Source: an optimization exercise on an open RTL-to-GDS flow (aim: small area, a short achievable clock period and few clock cycles). Production flows keep margins and buffers that such runs may drop. Only simulation tests tie the RTL to the original design; equivalence was not proved. No activity file was given, so power comes from the tool's default toggle rates.

## run E
==> flow/design.v (excerpt) <==
module gld (
  input  wire        clk,
  input  wire        rst,
  input  wire        cmd_valid,
  output wire        cmd_ready,
  input  wire [39:0] cmd_word,
  output wire        ch_we,
  output wire [1:0]  ch_idx,
  output reg  [15:0] ch_val,
  output wire        tx_query,
  output wire        rx_release,
  output wire        hs_done,
  output wire        hs_ok,
  output wire        rsp_valid,
  output reg  [31:0] rsp_data,
  output wire        dbg_byte_valid,
  output wire [7:0]  dbg_byte
);
Size in the first run: roughly 2400 cells after synthesis, roughly 0.020 mm^2 of cells after synthesis.
Settings: LEC_CHECK=0, CAP_MARGIN=20, CORE_MARGIN=2, CORE_UTILIZATION=65, CTS_CLUSTER_DIAMETER=120, CTS_CLUSTER_SIZE=25, SETUP_SLACK_MARGIN=4.4, SLEW_MARGIN=20; clock period 8.0 ns.
standard.sh (not shown) runs the stock make flow with config.mk's settings and CLKGATE_MAP_FILE= SYNTH_SCRIPT=/design/flow/synth_recipe.tcl, a recipe that flattens the netlist after the stock synthesis.
==> flow/flow/run.sh <==
#!/bin/bash
# Standard layout (the standard.sh: standard synthesis, floorplan, place, CTS, route),
# with two changes to how the layout is made:
#  - sizing may swap a cell for one of another footprint (MATCH_CELL_FOOTPRINT=0), so the
#    resizer can upsize weak drivers instead of only adding buffers;
#  - ports are buffered with sky130_fd_sc_hd__buf_2 rather than the default delay-type buffer.
# All output of make (and of the tools it runs) goes to flow_make.log here; ORFS's own per-step
# logs are under orfs/logs/.
set -euo pipefail
bash standard.sh MATCH_CELL_FOOTPRINT=0 "BUFFER_PORTS_ARGS=-buffer_cell sky130_fd_sc_hd__buf_2" finish > flow_make.log 2>&1
Testbench counts of run E, summed over its fixed seeds: cycles 7,334.
[inputs] run M vs run E
Settings: swapping 4.4 for 4.0 in SETUP_SLACK_MARGIN; putting CTS_BUF_LIST at sky130_fd_sc_hd__clkbuf_8 where nothing was set; swapping 25 for 14 in CTS_CLUSTER_SIZE; swapping 120 for 80 in CTS_CLUSTER_DIAMETER.
### Flow results
Going from run E to run M, non-clock buffer count shrank by more than a quarter. Going from run E to run M, share of the final layout cell area in sequential cells grows by 2.7 points. Wire length on met1 sits lower in run M than in run E. Cmp run M and run E / number of antenna diodes / lower: run E. When run M is measured against run E, its area growth from synthesis to layout turns out 9.9 points lower.

========
gld again, from the RTL that the note above started with.
==> flow/config.mk <==
export PLATFORM = sky130hd
export DESIGN_NAME = gld
export DESIGN_NICKNAME = gld
export VERILOG_FILES = /design/flow/design.v
export SDC_FILE = /design/flow/constraint.sdc
export NUM_CORES = 4
export LEC_CHECK = 0
export CAP_MARGIN = 20
export CORE_MARGIN = 2
export CORE_UTILIZATION = 65
export CTS_BUF_LIST = sky130_fd_sc_hd__clkbuf_8
export CTS_CLUSTER_DIAMETER = 80
export CTS_CLUSTER_SIZE = 14
export SETUP_SLACK_MARGIN = 4.2
export SLEW_MARGIN = 20
==> flow/constraint.sdc <==
create_clock -name core_clock -period 8.0 [get_ports {clk}]
set_input_delay 1.6000 -clock core_clock [delete_from_list [all_inputs] [get_ports {clk}]]
set_output_delay 1.6000 -clock core_clock [all_outputs]
set_load 0.01 [all_outputs]
Scripts as last shown in full above: flow/flow/run.sh
The baseline completed with no timing, DRC or antenna violations.
Testbench counts at the start, summed over its fixed seeds: cycles 7,334.
==> next run, changes <==
==> flow/flow/run.sh (replaced) <==
#!/bin/bash
# Standard layout (the standard.sh: standard synthesis, floorplan, place, CTS, route),
# with three changes to how the layout is made:
#  - ABC maps the logic for area (flow/abc_map.script) instead of for speed; registers are
#    mapped before ABC runs, exactly as in the standard synthesis; the resizer then repairs
#    the timing after placement;
#  - sizing may swap a cell for one of another footprint (MATCH_CELL_FOOTPRINT=0), so the
#    resizer can upsize weak drivers instead of only adding buffers;
#  - ports are buffered with sky130_fd_sc_hd__buf_2 rather than the default delay-type buffer.
# ORFS's scripts are copied to ./scripts with only abc_speed.script replaced.
# All output of make (and of the tools it runs) goes to flow_make.log here; ORFS's own per-step
# logs are under orfs/logs/.
set -euo pipefail
rm -rf scripts
cp -r "$FLOW_HOME/scripts" scripts
cp flow/abc_map.script scripts/abc_speed.script
bash standard.sh SCRIPTS_DIR="$PWD/scripts" MATCH_CELL_FOOTPRINT=0 "BUFFER_PORTS_ARGS=-buffer_cell sky130_fd_sc_hd__buf_2" finish > flow_make.log 2>&1
==> flow/flow/abc_map.script (new file) <==
strash
dch
map -a
topo
stime -c
- CTS_BUF_LIST: sky130_fd_sc_hd__clkbuf_8 -> not set
- CTS_CLUSTER_DIAMETER: 80 -> 120
- CTS_CLUSTER_SIZE: 14 -> 25
- SETUP_SLACK_MARGIN: 4.2 -> 4.0
Effect: First-iteration DRC count increases by 16%. Utilization went up by 4.6 points. Power goes down by 2.5%. Sequential power stays flat. Setup slack degrades by 0.35 ns. Area after synthesis came out lower by 8.7%. Clock power decreases by about 2%. Global-route usage increases by 2.8 points. Combinational power falls by 10%. Clock-buffer cell count drops by 7.
==> next run, changes <==
==> flow/flow/run.sh (replaced) <==
#!/bin/bash
# Standard layout (the standard.sh: standard synthesis, floorplan, place, CTS, route),
# with two changes to how the layout is made:
#  - sizing may swap a cell for one of another footprint (MATCH_CELL_FOOTPRINT=0), so the
#    resizer can upsize weak drivers instead of only adding buffers;
#  - ports are buffered with sky130_fd_sc_hd__buf_2 rather than the default delay-type buffer.
# All output of make (and of the tools it runs) goes to flow_make.log here; ORFS's own per-step
# logs are under orfs/logs/.
set -euo pipefail
bash standard.sh MATCH_CELL_FOOTPRINT=0 "BUFFER_PORTS_ARGS=-buffer_cell sky130_fd_sc_hd__buf_2" finish > flow_make.log 2>&1
- PLACE_DENSITY: not set -> 0.75
- SETUP_SLACK_MARGIN: 4.0 -> 4.2
removed: flow/flow/abc_map.script
Result: The new run completed without violations; fmax is higher by 5.7%; total power is higher by 2.1%; final area is higher by 3.1%; worst setup slack improves by 0.23 ns; routed wire length is higher by 0.79%.
==> next run, changes <==
- ABC_AREA: not set -> 1
- PLACE_DENSITY: 0.75 -> not set
- SETUP_SLACK_MARGIN: 4.2 -> 4.0
The new run completed with no timing, DRC or antenna violations.
Worst hold slack loses 0.020 ns.
Cell area went up by about 3.4%.
Register-to-register slack degrades by 0.25 ns.
Setup slack got worse by 0.071 ns.

-- static timing again, ports no longer ideal --
The results above use ideal ports. As a check the final layouts listed here were re-extracted and re-timed, cells and wires unchanged. Step 1 (the two cells are an assumption about what drives the block):
set clk [get_ports {clk}]
set_driving_cell -lib_cell sky130_fd_sc_hd__clkbuf_16 $clk
set_driving_cell -lib_cell sky130_fd_sc_hd__buf_2 [delete_from_list [all_inputs] $clk]
Step 2, shift: input delay + t, output delay - t, t = (earliest + latest rising clock arrival at the registers) / 2. This alone moves slack from input paths to output paths. a / b / c = ideal / step 1 / step 2; a / b = the first two.
run	t, ns	setup slack, ns	hold slack, ns	worst register clock-pin slew, ns
run E	0.582	4.202 / 4.145 / 3.693	0.492 / 0.492 / 0.492	0.11 / 0.11
run M	0.682	3.923 / 3.870 / 3.376	0.478 / 0.478 / 0.478	0.11 / 0.11
the first run of note 2	0.680	4.172 / 4.130 / 3.501	0.476 / 0.476 / 0.476	0.10 / 0.10
the second run of note 2	0.572	3.825 / 3.773 / 3.447	0.449 / 0.449 / 0.449	0.10 / 0.10
the third run of note 2	0.565	4.052 / 3.997 / 3.646	0.481 / 0.481 / 0.481	0.11 / 0.11
the fourth run of note 2	0.575	3.981 / 3.926 / 3.713	0.461 / 0.461 / 0.461	0.11 / 0.11
After both steps every run listed still meets setup and hold. The setup slack of the first run of note 2, which loses most, moves by -0.042 ns with the drivers and by -0.671 ns with both steps.
